This design comes from an exercise in tuning for small area, a short achievable clock period and few clock cycles on the open sky130 flow, not from production work. The RTL was checked by simulation tests, not by an equivalence proof against the original design. Power is estimated from default activity; no workload was simulated.

--- flow/run.sh ---
#!/bin/bash
set -euo pipefail
DU="sky130_fd_sc_hd__probe_p_8 sky130_fd_sc_hd__probec_p_8 sky130_fd_sc_hd__lpflow_bleeder_1 sky130_fd_sc_hd__lpflow_clkbufkapwr_1 sky130_fd_sc_hd__lpflow_clkbufkapwr_16 sky130_fd_sc_hd__lpflow_clkbufkapwr_2 sky130_fd_sc_hd__lpflow_clkbufkapwr_4 sky130_fd_sc_hd__lpflow_clkbufkapwr_8 sky130_fd_sc_hd__lpflow_clkinvkapwr_1 sky130_fd_sc_hd__lpflow_clkinvkapwr_16 sky130_fd_sc_hd__lpflow_clkinvkapwr_2 sky130_fd_sc_hd__lpflow_clkinvkapwr_4 sky130_fd_sc_hd__lpflow_clkinvkapwr_8 sky130_fd_sc_hd__lpflow_decapkapwr_12 sky130_fd_sc_hd__lpflow_decapkapwr_3 sky130_fd_sc_hd__lpflow_decapkapwr_4 sky130_fd_sc_hd__lpflow_decapkapwr_6 sky130_fd_sc_hd__lpflow_decapkapwr_8 sky130_fd_sc_hd__lpflow_inputiso0n_1 sky130_fd_sc_hd__lpflow_inputiso0p_1 sky130_fd_sc_hd__lpflow_inputiso1n_1 sky130_fd_sc_hd__lpflow_inputiso1p_1 sky130_fd_sc_hd__lpflow_inputisolatch_1 sky130_fd_sc_hd__lpflow_isobufsrc_1 sky130_fd_sc_hd__lpflow_isobufsrc_16 sky130_fd_sc_hd__lpflow_isobufsrc_2 sky130_fd_sc_hd__lpflow_isobufsrc_4 sky130_fd_sc_hd__lpflow_isobufsrc_8 sky130_fd_sc_hd__lpflow_isobufsrckapwr_16 sky130_fd_sc_hd__lpflow_lsbuf_lh_hl_isowell_tap_1 sky130_fd_sc_hd__lpflow_lsbuf_lh_hl_isowell_tap_2 sky130_fd_sc_hd__lpflow_lsbuf_lh_hl_isowell_tap_4 sky130_fd_sc_hd__lpflow_lsbuf_lh_isowell_4 sky130_fd_sc_hd__lpflow_lsbuf_lh_isowell_tap_1 sky130_fd_sc_hd__lpflow_lsbuf_lh_isowell_tap_2 sky130_fd_sc_hd__lpflow_lsbuf_lh_isowell_tap_4  sky130_fd_sc_hd__or4_0 sky130_fd_sc_hd__or4_1 sky130_fd_sc_hd__or4_2 sky130_fd_sc_hd__or4_4 sky130_fd_sc_hd__or4b_0 sky130_fd_sc_hd__or4b_1 sky130_fd_sc_hd__or4b_2 sky130_fd_sc_hd__or4b_4 sky130_fd_sc_hd__or4bb_0 sky130_fd_sc_hd__or4bb_1 sky130_fd_sc_hd__or4bb_2 sky130_fd_sc_hd__or4bb_4 sky130_fd_sc_hd__nor4_0 sky130_fd_sc_hd__nor4_1 sky130_fd_sc_hd__nor4_2 sky130_fd_sc_hd__nor4_4 sky130_fd_sc_hd__nor4b_0 sky130_fd_sc_hd__nor4b_1 sky130_fd_sc_hd__nor4b_2 sky130_fd_sc_hd__nor4b_4 sky130_fd_sc_hd__nor4bb_0 sky130_fd_sc_hd__nor4bb_1 sky130_fd_sc_hd__nor4bb_2 sky130_fd_sc_hd__nor4bb_4 sky130_fd_sc_hd__a2111oi_0 sky130_fd_sc_hd__a2111oi_1 sky130_fd_sc_hd__a2111oi_2 sky130_fd_sc_hd__a2111oi_4 sky130_fd_sc_hd__a2111o_0 sky130_fd_sc_hd__a2111o_1 sky130_fd_sc_hd__a2111o_2 sky130_fd_sc_hd__a2111o_4 sky130_fd_sc_hd__o2111ai_0 sky130_fd_sc_hd__o2111ai_1 sky130_fd_sc_hd__o2111ai_2 sky130_fd_sc_hd__o2111ai_4 sky130_fd_sc_hd__o2111a_0 sky130_fd_sc_hd__o2111a_1 sky130_fd_sc_hd__o2111a_2 sky130_fd_sc_hd__o2111a_4 sky130_fd_sc_hd__or3_0 sky130_fd_sc_hd__or3_1 sky130_fd_sc_hd__or3_2 sky130_fd_sc_hd__or3_4 sky130_fd_sc_hd__or3b_0 sky130_fd_sc_hd__or3b_1 sky130_fd_sc_hd__or3b_2 sky130_fd_sc_hd__or3b_4 sky130_fd_sc_hd__nor3b_0 sky130_fd_sc_hd__nor3b_1 sky130_fd_sc_hd__nor3b_2 sky130_fd_sc_hd__nor3b_4"
bash standard.sh "BUFFER_PORTS_ARGS=-buffer_cell sky130_fd_sc_hd__buf_1" \
  "PLACE_PINS_ARGS=-min_distance 1 -min_distance_in_tracks" \
  "DONT_USE_CELLS=$DU" \
  SETUP_SLACK_MARGIN=7.1 TNS_END_PERCENT=10 finish > standard.log 2>&1
--- standard.sh ---
#!/bin/bash
# synth_recipe.tcl (not shown) runs the flow's synth.tcl, then flattens the netlist and writes it again
# the make line also repeats each setting of config.mk as NAME=value (left out here)
make -C /OpenROAD-flow-scripts/flow DESIGN_CONFIG=/design/flow/config.mk WORK_HOME=/design/flow/orfs CLKGATE_MAP_FILE= SYNTH_SCRIPT=/design/flow/synth_recipe.tcl "${@:-finish}"
--- config.mk ---
export PLATFORM = sky130hd
export DESIGN_NAME = mcp23x17_seq
export DESIGN_NICKNAME = mcp23x17_seq
export VERILOG_FILES = /design/flow/design.v
export SDC_FILE = /design/flow/constraint.sdc
export NUM_CORES = 4
export LEC_CHECK = 0
export CAP_MARGIN = 20
export CORE_AREA = 5 5 195 195
export CTS_BUF_LIST = sky130_fd_sc_hd__clkbuf_8
export DIE_AREA = 0 0 200 200
export SLEW_MARGIN = 20
--- constraint.sdc ---
create_clock -name core_clock -period 10.0 [get_ports {clk}]
set_input_delay 2.0000 -clock core_clock [delete_from_list [all_inputs] [get_ports {clk}]]
set_output_delay 2.0000 -clock core_clock [all_outputs]
set_load 0.01 [all_outputs]
--- design.v ---
module mcp23x17_seq (
    input  wire        clk,
    input  wire        rst,             
    input  wire [7:0]   cfg_mode,       
    input  wire [11:0]  cfg_opcode,     
    input  wire [3:0]   cfg_bank,       
    input  wire [287:0] cfg_porta,      
    input  wire [255:0] cfg_portb,      
    input  wire [3:0]   cmd_valid,
    input  wire [63:0]  cmd_word,
    output wire [3:0]   cmd_ready,
    output wire [31:0]  ctx_status,     
    output wire [31:0]  rsp_data,       
    output wire [15:0]  fault_status,
    output wire [7:0]   fault_ctx,
    output wire [7:0]   fault_dev,
    output wire         escalate,
    output reg  [3:0]   cs,
    input  wire         spi_busy,
    output wire         spi_req,
    output wire [23:0]  spi_tx,
    input  wire         spi_ack,
    input  wire [23:0]  spi_rx,
    input  wire [1:0]   spi_st,
    output wire         i2c_req,
    output wire         i2c_rnw,
    output wire [1:0]   i2c_len,
    output wire [7:0]   i2c_sla,
    output wire [23:0]  i2c_wdata,
    input  wire         i2c_ack,
    input  wire [1:0]   i2c_st,
    input  wire [7:0]   i2c_rdata
);
    localparam [1:0] CMD_INIT  = 2'd0,
                     CMD_READ  = 2'd1,
                     CMD_WRITE = 2'd2;
    localparam [1:0] MODE_SPI = 2'd1,
                     MODE_I2C = 2'd2;
    localparam [4:0] INIT_LAST = 5'd23;
    function is_illegal(input [15:0] w);
        reg lo, hi, gt;
        begin
            lo = |w[7:0];                          
            hi = |w[12:8];                         
            gt = w[11] & (w[10] | (w[9] & w[8]));  
            is_illegal = w[13] | (w[15] & w[14]) | gt |
                         (~w[15] & lo) | (~w[15] & ~w[14] & hi);
        end
    endfunction
    function [3:0] eight_reg(input [2:0] k);
        case (k)
            3'd0: eight_reg = 4'd0;    
            3'd1: eight_reg = 4'd1;    
            3'd2: eight_reg = 4'd2;    
            3'd3: eight_reg = 4'd3;    
            3'd4: eight_reg = 4'd4;    
            3'd5: eight_reg = 4'd6;    
            3'd6: eight_reg = 4'd9;    
            default: eight_reg = 4'd10;  
        endcase
    endfunction
    reg  [3:0]  busy;
    reg  [1:0]  kind  [0:3];
    reg  [12:0] args  [0:3];    
    reg  [7:0]  rsp_b [0:3];
    reg  [3:0]  dval;
    reg  [3:0]  okval;
    reg  [3:0]  rok;
    reg         flt_valid;
    reg  [3:0]  flt_cause;
    reg  [1:0]  flt_ctx;
    reg         s_pre;          
    reg         s_sreq;         
    reg         s_post;         
    reg         s_pulse;        
    reg         s_iw;           
    reg         s_ir;           
    reg         s_fin;          
    reg  [1:0]  own;
    reg  [2:0]  f_op;           
    reg         f_rw;           
    reg  [4:0]  f_addr;
    reg  [7:0]  f_data;         
    integer k;
    wire s_idle = ~(s_pre | s_sreq | s_post | s_pulse | s_iw | s_ir | s_fin);
    wire [3:0] rdy = ~busy & {4{~flt_valid}};
    wire [3:0] acc = cmd_valid & rdy;
    wire spi_ackd = s_sreq && spi_ack;
    wire i2c_ackd = (s_iw || s_ir) && i2c_ack;
    wire t_err    = (spi_ackd && spi_st != 2'd0) || (i2c_ackd && i2c_st != 2'd0);
    wire [3:0] c_bad;
    genvar c, b;
    generate
        for (c = 0; c < 4; c = c + 1) begin : g_bad
            assign c_bad[c] = is_illegal(cmd_word[16*c +: 16]) ||
                              (cfg_mode[2*c +: 2] != MODE_SPI && cfg_mode[2*c +: 2] != MODE_I2C);
        end
    endgenerate
    wire cmd_flt = |(acc & c_bad);
    wire new_flt = t_err || cmd_flt;
    reg [3:0] new_cause;
    reg [1:0] new_ctx;
    integer   i;
    always @(*) begin
        new_cause = 4'd0;
        new_ctx   = 2'd0;
        if (spi_ackd && spi_st != 2'd0) begin
            new_cause = (spi_st == 2'd1) ? 4'd1 : 4'd2;
            new_ctx   = own;
        end else if (i2c_ackd && i2c_st != 2'd0) begin
            new_ctx   = own;
            if (s_iw)
                new_cause = (i2c_st == 2'd1) ? 4'd3 : 4'd4;
            else
                new_cause = (i2c_st == 2'd1) ? 4'd5 : 4'd6;
        end else begin
            for (i = 3; i >= 0; i = i - 1) begin
                if (acc[i] && c_bad[i]) begin
                    new_ctx   = i[1:0];
                    new_cause = is_illegal(cmd_word[16*i +: 16]) ? 4'd8 : 4'd7;
                end
            end
        end
    end
    wire acc_any = |acc;
    wire upd     = !flt_valid && !new_flt;
    wire step    = !flt_valid && !acc_any && !t_err;
    wire [3:0] c_spi;           
    wire [3:0] c_rw;            
    wire [3:0] c_pulse;         
    wire [3:0] c_more;          
    wire [4:0] c_addr [0:3];
    wire [2:0] c_op   [0:3];
    wire [7:0] c_data [0:3];
    wire [4:0] c_next [0:3];
    generate
        for (c = 0; c < 4; c = c + 1) begin : g_ctx
            wire [12:0] a     = args[c];
            wire [4:0]  idx   = a[4:0];
            wire        init  = (kind[c] == CMD_INIT);
            wire        pre   = init && (idx[4:3] == 2'b00);
            wire        port  = init ? idx[4] : a[12];
            wire [3:0]  rg    = !init ? a[11:8] : (pre ? 4'd5 : eight_reg(idx[2:0]));
            wire [2:0]  opc   = cfg_opcode[3*c +: 3];
            wire        carry = &idx[2:0];
            assign c_spi[c]   = (cfg_mode[2*c +: 2] == MODE_SPI);
            assign c_rw[c]    = (kind[c] == CMD_READ) || (pre && idx[1]);
            assign c_pulse[c] = pre && (idx[1:0] == 2'd0);
            assign c_more[c]  = init && (idx != INIT_LAST);
            assign c_addr[c]  = cfg_bank[c] ? {port, rg} : {rg, port};
            assign c_op[c]    = c_spi[c] ? {1'b0, opc[1:0]} : opc;
            assign c_next[c]  = (idx[4:3] == 2'b00 && idx[1]) ? 5'd8 :
                                {idx[4] | (idx[3] & carry), idx[3] ^ carry,
                                 idx[2] ^ (idx[1] & idx[0]), idx[1] ^ idx[0], ~idx[0]};
            wire [16:0] sel;
            assign sel[16] = pre && !idx[1];
            for (b = 0; b < 8; b = b + 1) begin : g_sel
                assign sel[b]     = init && (idx[4:3] == 2'b01) && (idx[2:0] == b);
                assign sel[8 + b] = init && (idx[4:3] == 2'b10) && (idx[2:0] == b);
            end
            reg [7:0] d;
            integer m;
            always @(*) begin
                d = init ? 8'h00 : a[7:0];
                for (m = 0; m < 8; m = m + 1) begin
                    d = d | ({8{sel[m]}}     & cfg_porta[72*c + 8*m +: 8])
                          | ({8{sel[8 + m]}} & cfg_portb[64*c + 8*m +: 8]);
                end
                d = d | ({8{sel[16]}} & cfg_porta[72*c + 64 +: 8]);
            end
            assign c_data[c] = d;
        end
    endgenerate
    wire [3:0] own_oh = {own == 2'd3, own == 2'd2, own == 2'd1, own == 2'd0};
    wire [3:0] pend   = busy & ~(own_oh & {4{~s_idle}});
    function [1:0] rr_pick(input [1:0] x, input [3:0] p);
        reg [3:0] r;
        reg [1:0] f;
        begin
            case (x)
                2'd0: r = {p[0], p[3], p[2], p[1]};
                2'd1: r = {p[1], p[0], p[3], p[2]};
                2'd2: r = {p[2], p[1], p[0], p[3]};
                default: r = p;
            endcase
            f = r[0] ? 2'd0 : r[1] ? 2'd1 : r[2] ? 2'd2 : 2'd3;
            case ({x, f})
                4'b0000: rr_pick = 2'd1; 4'b0001: rr_pick = 2'd2; 4'b0010: rr_pick = 2'd3; 4'b0011: rr_pick = 2'd0;
                4'b0100: rr_pick = 2'd2; 4'b0101: rr_pick = 2'd3; 4'b0110: rr_pick = 2'd0; 4'b0111: rr_pick = 2'd1;
                4'b1000: rr_pick = 2'd3; 4'b1001: rr_pick = 2'd0; 4'b1010: rr_pick = 2'd1; 4'b1011: rr_pick = 2'd2;
                4'b1100: rr_pick = 2'd0; 4'b1101: rr_pick = 2'd1; 4'b1110: rr_pick = 2'd2; default: rr_pick = 2'd3;
            endcase
        end
    endfunction
    wire [1:0] nx       = rr_pick(own, pend);
    wire       nx_valid = |pend;
    wire [3:0] gnt      = {nx == 2'd3, nx == 2'd2, nx == 2'd1, nx == 2'd0} & {4{nx_valid}};
    reg        n_spi, n_rw, n_pulse;
    reg [2:0]  n_op;
    reg [4:0]  n_addr;
    reg [7:0]  n_data;
    integer    q;
    always @(*) begin
        n_spi = 1'b0; n_rw = 1'b0; n_pulse = 1'b0;
        n_op = 3'd0; n_addr = 5'd0; n_data = 8'd0;
        for (q = 0; q < 4; q = q + 1) begin
            n_spi   = n_spi   | (gnt[q] & c_spi[q]);
            n_rw    = n_rw    | (gnt[q] & c_rw[q]);
            n_pulse = n_pulse | (gnt[q] & c_pulse[q]);
            n_op    = n_op    | ({3{gnt[q]}} & c_op[q]);
            n_addr  = n_addr  | ({5{gnt[q]}} & c_addr[q]);
            n_data  = n_data  | ({8{gnt[q]}} & c_data[q]);
        end
    end
    wire fin = s_pulse || s_fin ||
               (s_post && !spi_busy) ||
               (s_iw && i2c_ack && !f_rw) ||
               (s_ir && i2c_ack);
    wire fin_s = fin && step;                  
    wire go    = (s_idle && step) || fin_s;    
    wire       o_more = |(own_oh & c_more);
    wire [3:0] done   = (fin_s && !o_more) ? own_oh : 4'd0;
    wire [7:0] o_rd   = s_ir ? i2c_rdata : f_data;
    wire       rd_ack = (spi_ackd && f_rw) || (i2c_ackd && s_ir);
    wire [7:0] iocon  = own[1] ? (own[0] ? cfg_porta[280 +: 8] : cfg_porta[208 +: 8])
                               : (own[0] ? cfg_porta[136 +: 8] : cfg_porta[64 +: 8]);
    wire       rd_eq  = ((s_ir ? i2c_rdata : spi_rx[7:0]) == iocon);
    wire n_start = go && nx_valid;
    wire x_pre   = (n_start && n_spi && !n_pulse) || (s_pre && spi_busy);
    wire x_sreq  = (s_pre && !spi_busy) || (s_sreq && !spi_ack);
    wire x_post  = (s_sreq && spi_ack) || (s_post && !fin_s);
    wire x_pulse = (n_start && n_spi && n_pulse) || (s_pulse && !fin_s);
    wire x_iw    = (n_start && !n_spi) || (s_iw && !i2c_ack);
    wire x_ir    = (s_iw && i2c_ack && f_rw) || (s_ir && !i2c_ack);
    wire x_fin   = ((s_iw && !f_rw) || s_ir || s_fin) && fin && !step;
    wire [3:0] busy_n = (busy | (acc & {4{upd}})) & ~done;
    always @(posedge clk) begin
        for (k = 0; k < 4; k = k + 1) begin
            if (acc[k]) begin
                kind[k] <= cmd_word[16*k+14 +: 2];
                args[k] <= {cmd_word[16*k+1 +: 12],
                            cmd_word[16*k] | (cmd_word[16*k+14 +: 2] == CMD_INIT &&
                                              cfg_mode[2*k +: 2] == MODE_I2C)};
            end else if (own_oh[k]) begin
                if (rd_ack)
                    args[k][5] <= rd_eq;
                if (fin_s && c_more[k])
                    args[k][4:0] <= c_next[k];
            end
            if (done[k]) begin
                if (kind[k] == CMD_READ) begin
                    rsp_b[k] <= o_rd;
                    dval[k]  <= 1'b1;
                end
                if (kind[k] == CMD_INIT) begin
                    rok[k]   <= args[k][5];
                    okval[k] <= 1'b1;
                end
            end
        end
        s_pre   <= x_pre;
        s_sreq  <= x_sreq;
        s_post  <= x_post;
        s_pulse <= x_pulse;
        s_iw    <= x_iw;
        s_ir    <= x_ir;
        s_fin   <= x_fin;
        if (spi_ackd)
            f_data <= spi_rx[7:0];
        if (i2c_ackd && s_ir)
            f_data <= i2c_rdata;
        if (go) begin
            own    <= nx_valid ? nx : own;
            f_op   <= n_op;
            f_rw   <= n_rw;
            f_addr <= n_addr;
            f_data <= n_data;
            cs     <= {4{n_spi && nx_valid}} & gnt;
        end
        busy <= busy_n;
        if (!flt_valid) begin
            flt_valid <= new_flt;
            flt_cause <= new_cause;
            flt_ctx   <= new_ctx;
        end
        if (rst) begin
            busy      <= 4'd0;
            dval      <= 4'd0;
            okval     <= 4'd0;
            rok       <= 4'd0;
            flt_valid <= 1'b0;
            flt_cause <= 4'd0;
            flt_ctx   <= 2'd0;
            cs        <= 4'd0;
            s_pre     <= 1'b0;
            s_sreq    <= 1'b0;
            s_post    <= 1'b0;
            s_pulse   <= 1'b0;
            s_iw      <= 1'b0;
            s_ir      <= 1'b0;
            s_fin     <= 1'b0;
            own       <= 2'd0;
        end
    end
    wire [7:0] f_ctrl = {4'b0100, f_op, f_rw};
    assign spi_req   = s_sreq && !flt_valid;
    assign spi_tx    = {f_ctrl, 3'b000, f_addr, f_data};
    assign i2c_req   = (s_iw || s_ir) && !flt_valid;
    assign i2c_rnw   = s_ir;
    assign i2c_len   = {!s_ir, s_ir || !f_rw};
    assign i2c_sla   = {5'b00000, f_op};
    assign i2c_wdata = {f_ctrl, 3'b000, f_addr, f_data};
    assign cmd_ready = rdy;
    generate
        for (c = 0; c < 4; c = c + 1) begin : g_status
            assign ctx_status[8*c +: 8] = {3'b000, busy[c], rok[c], okval[c],
                                           dval[c], busy[c]};
            assign rsp_data[8*c +: 8]   = rsp_b[c];
        end
    endgenerate
    wire ph34 = (flt_cause == 4'd3) || (flt_cause == 4'd4);
    wire [3:0] flt_phase = {(flt_cause == 4'd5) || (flt_cause == 4'd6),
                            (flt_cause == 4'd1) || (flt_cause == 4'd2) || ph34,
                            ph34, ph34};
    assign fault_status = {4'b0000, flt_phase, 3'b000, flt_cause, flt_valid};
    assign fault_ctx    = {6'd0, flt_ctx};
    assign fault_dev    = {6'd0, flt_ctx};
    assign escalate     = flt_valid;
endmodule
==> reports/metrics.cfg <==
[run_status]
status=no timing/DRC/antenna violations

[timing]
clock-skew-final_ns=0.0259
holdWs_ns=0.471
final_max_slew_viol_count=0
totalNegativeSetupSlack_ns=0
hold_viol=0
min_period_ns=3.39
fmax_mhz=295
fin_crit_sh=0.339
max_slew_margin=0.350
rsz0062_at_grt=yes
finalSetupViolations=0
worst_pin_slew_ns=0.973

[synthesis]
ys_seq_area_frac=0.306
yosysUniqueCellTypes=85
ys.warnings.count=4
synth_cells=1489
ys_seq_elements=145
synthFlopType=edfxtp_1
synth_enable_flop_cells=109
synthArstFlopShare=0
syn_area_per_cell_um2=8.77
syn_area_um2=13100

[power]
power.share.clock=0.271
p_per_area_nw_per_um2=105
power_frac_seq=0.403
irDropWorstVdd_v=0.0000702
p_int_w=0.00111
switching_share=0.395
p_switching_w=0.000727
pwr-share-comb=0.326
p_leak_nw=5.98

[place]
place.gp.congestion=1.07
hpwl_um=64300
port_buffers=776

[setup_path]
critPathMaxFanout=6
cp-end-kind=register
worstPathArrival_ns=3.55
cp-startpoint=i2c_st[0]
crit_end=rsp_b[0][0]$_DFFE_PP_
reg2reg_setup_slack_ns=6.72
cp.required_ns=10.17
critPathLaunchType=input pin
critPathKind=input pin to register
regToRegStartpoint=args[3][1]$_DFFE_PP_
r2r-end=f_data[0]$_DFFE_PP_
r2r_cells=8

[route]
vias=17087
avgViaCountPerCell=6.27
drt_wl_total_um=80300
drc=0
drt_iter0_markers=1980
drtAntennaViolNets=0
dr.pass1.iters=8
wire_per_inst_um=29.5

[finish]
fillers=3655
layout-drive-gt1-share=0.132
area_growth_pct=33.9
post-route-util=0.492
nets=2935

[cts]
clock_latency_ns=0.49
ctsHoldBuffers=0
root_buffer=clkbuf_8
clock_sinks=145
cts_max_level=4
cts_tree=yes
clkTransAtPathRegs_ns=0.10
cts_buffer_depth=2
cts_buffers=17

[grt]
grt_pass1_wl_um=107000
track_usage=0.364
antenna_found_initial=26
grt_max_degree=39
grt_pass1_vias=16068
overflow=0

[floorplanning]
die_x_um=200
io_pins=843
dieArea_um2=40000
core_um2=35600
fp-row-count=69
start_util=0.367
die_h_um=200

[flow_run]
max-cap-violations=0

[worst_hold_path]
min_path_type=register to register

==> layer usage <==
| layer | vias up | share of wire | GRT usage |
|---|---|---|---|
| li1 | 7274 | - | - |
| met1 | 8170 | 0.36 | 0.445 |
| met2 | 1377 | 0.45 | 0.580 |
| met3 | 264 | 0.13 | 0.0977 |
| met4 | 2 | 0.066 | 0.206 |
| met5 | - | 0.00014 | 0 |
==> cells in the mapped netlist, drive strengths merged (9+ instances only) <==
| library cell | n | area [um2] |
|---|---|---|
| o22ai | 11 | 68.8 |
| a32oi | 26 | 228 |
| nor2 | 87 | 339 |
| dfxtp | 36 | 721 |
| a221oi | 33 | 295 |
| nand3 | 49 | 250 |
| a31oi | 17 | 106 |
| and2 | 9 | 56.3 |
| o21ai | 65 | 325 |
| nand2b | 24 | 153 |
| or2 | 10 | 65.1 |
| a21o | 9 | 67.6 |
| a211oi | 24 | 193 |
| nand4 | 47 | 294 |
| mux2 | 21 | 236 |
| a22o | 29 | 254 |
| a222oi | 19 | 190 |
| edfxtp | 109 | 3270 |
| nor2b | 14 | 87.6 |
| clkbuf | 50 | 188 |
| inv | 46 | 173 |
| and4 | 13 | 114 |
| nor3 | 64 | 527 |
| and3 | 41 | 262 |
| buf | 119 | 842 |
| a21oi | 61 | 305 |
| a22oi | 143 | 1070 |
| nand2 | 130 | 490 |
| mux2i | 22 | 220 |
| ha | 37 | 463 |
==> registers in the layout, indices dropped and copies added, names as in the netlist, 2 cells and up <==
name       cells
flt_cause      4
f_data         8
rok            4
busy           4
f_op           3
args          52
flt_ctx        2
cs             4
rsp_b         32
f_addr         5
own            2
okval          4
kind           8
dval           4
==> power groups by stage <==
stage	sequential, W	clock, W	combinational [W]
3_5_place_dp	0.000753	0	0.000519
5_1_grt	0.000742	0.000524	0.000636
6_report	0.000740	0.000498	0.000599
3_3_place_gp	0.000753	0	0.000513
4_1_cts	0.000739	0.000498	0.000552
2_1_floorplan	0.000724	0	0.000325
==> what timing repair did <==
| item | 4_1_cts | 5_1_grt |
|---|---|---|
| buffers inserted | 28 | 20 |
| hold endpoints to repair | 0 | 0 |
| gates resized for setup | 101 | 93 |
| cloned | 4 | 1 |
| pin swaps | 33 | 36 |
| setup endpoints to repair | 274 | 249 |
==> worst min path at each step <==
stage                       start            endpoint  slack [ns]  cells after the start
5_1_grt        cs[3]$_SDFFE_PP0N_  cs[3]$_SDFFE_PP0N_        0.49                      2
6_report       cs[0]$_SDFFE_PP0N_  cs[0]$_SDFFE_PP0N_        0.47                      2
3_3_place_gp   cs[0]$_SDFFE_PP0N_  cs[0]$_SDFFE_PP0N_        0.44                      2
2_1_floorplan   s_post$_SDFF_PP0_   s_post$_SDFF_PP0_        0.45                      2
3_5_place_dp   cs[0]$_SDFFE_PP0N_  cs[0]$_SDFFE_PP0N_        0.45                      2
4_1_cts        cs[0]$_SDFFE_PP0N_  cs[0]$_SDFFE_PP0N_        0.47                      2
==> area by class of cell <==
type                       count  area, um2  area share
antenna                       32       80.1     0.00458
clock buffer                  17        234      0.0134
clock inverter                15        188      0.0107
inverter                      50        215      0.0123
multi-input combinational   1175       8600       0.492
sequential                   145       4030       0.230
tap                          461        577      0.0330
timing repair buffer         830       3530       0.202
timing repair inverter         2       32.5     0.00186
==> layout by cell type (no fill, tap or decap), types with 16 or more instances in the layout <==
| cell type | synthesis | final |
|---|---|---|
| buf_1 | 4 | 752 |
| a22oi_1 | 143 | 140 |
| nand2_1 | 129 | 121 |
| edfxtp_1 | 109 | 109 |
| nor2_1 | 84 | 74 |
| a21oi_1 | 61 | 54 |
| o21ai_0 | 62 | 54 |
| conb_1 | 2 | 50 |
| nand3_1 | 48 | 47 |
| nand4_1 | 47 | 47 |
| inv_1 | 46 | 44 |
| buf_4 | 88 | 44 |
| and3_1 | 40 | 39 |
| ha_1 | 37 | 37 |
| diode_2 | 0 | 32 |
| a22o_1 | 29 | 29 |
| a221oi_1 | 32 | 28 |
| nor3_2 | 21 | 27 |
| a32oi_1 | 26 | 25 |
| dfxtp_1 | 36 | 25 |
| nand2b_1 | 23 | 23 |
| nor3_1 | 34 | 23 |
| mux2i_1 | 22 | 21 |
| a222oi_1 | 19 | 19 |
| mux2_2 | 21 | 19 |
| clkbuf_8 | 0 | 17 |
| a211oi_1 | 23 | 16 |
==> per-stage QoR <==
step,cells,setup slack [ns],instance area (um2),total power [W]
floorplan,1537,6.44,13300,0.00105
global placement,2610,4.45,15800,0.00127
detailed placement,2610,4.37,15800,0.00127
CTS,2674,6.64,16900,0.00179
global route,2718,6.58,17500,0.00190
finish,2727,6.61,17500,0.00184
==> logic make-up (layout without fill, tap and decap cells) <==
kind of cell,after synthesis,count (layout),share of synthesized area
xor+xnor,10,10,0.00671
buf+inv,219,914,0.0932
other cells,2,82,0.000575
simple gates,510,512,0.217
fa+ha+maj,37,37,0.0354
flops,145,145,0.306
compound gates,515,515,0.293
mux,51,51,0.0488
==> worst max-delay path: stages <==
cell and delay (ns):
buf_8 0.10, o221ai_4 0.16, o21a_1 0.18, and4_4 0.26
nand3_4 0.09, buf_12 0.18, nor2_4 0.21, and3b_1 0.36
Testbench counts, summed over its fixed seeds: cycles 8,296.

-- static timing again, ports no longer ideal --
No port has a modelled driver above. Below, the same layout with a new extraction and two added sets of constraints.
Step 1, drivers: a clkbuf_16 drives clk and a buf_2 each remaining input, both assumed.
Step 2 also shifts input and output timing later by t, the mid clock arrival at the registers, as if the neighbouring blocks saw the same clock.
a / b / c = ideal ports / drivers / drivers and shift; a / b = the first two.
t, ns: 0.521
slack for setup (ns): 6.615 / 6.577 / 6.083
slew at the worst register clock pin (ns): 0.12 / 0.12
pins driven straight from the clock port: 1
After both steps setup and hold are still met in this run. For this run, drivers alone change the setup slack by -0.038 ns; drivers and shift together by -0.532 ns.
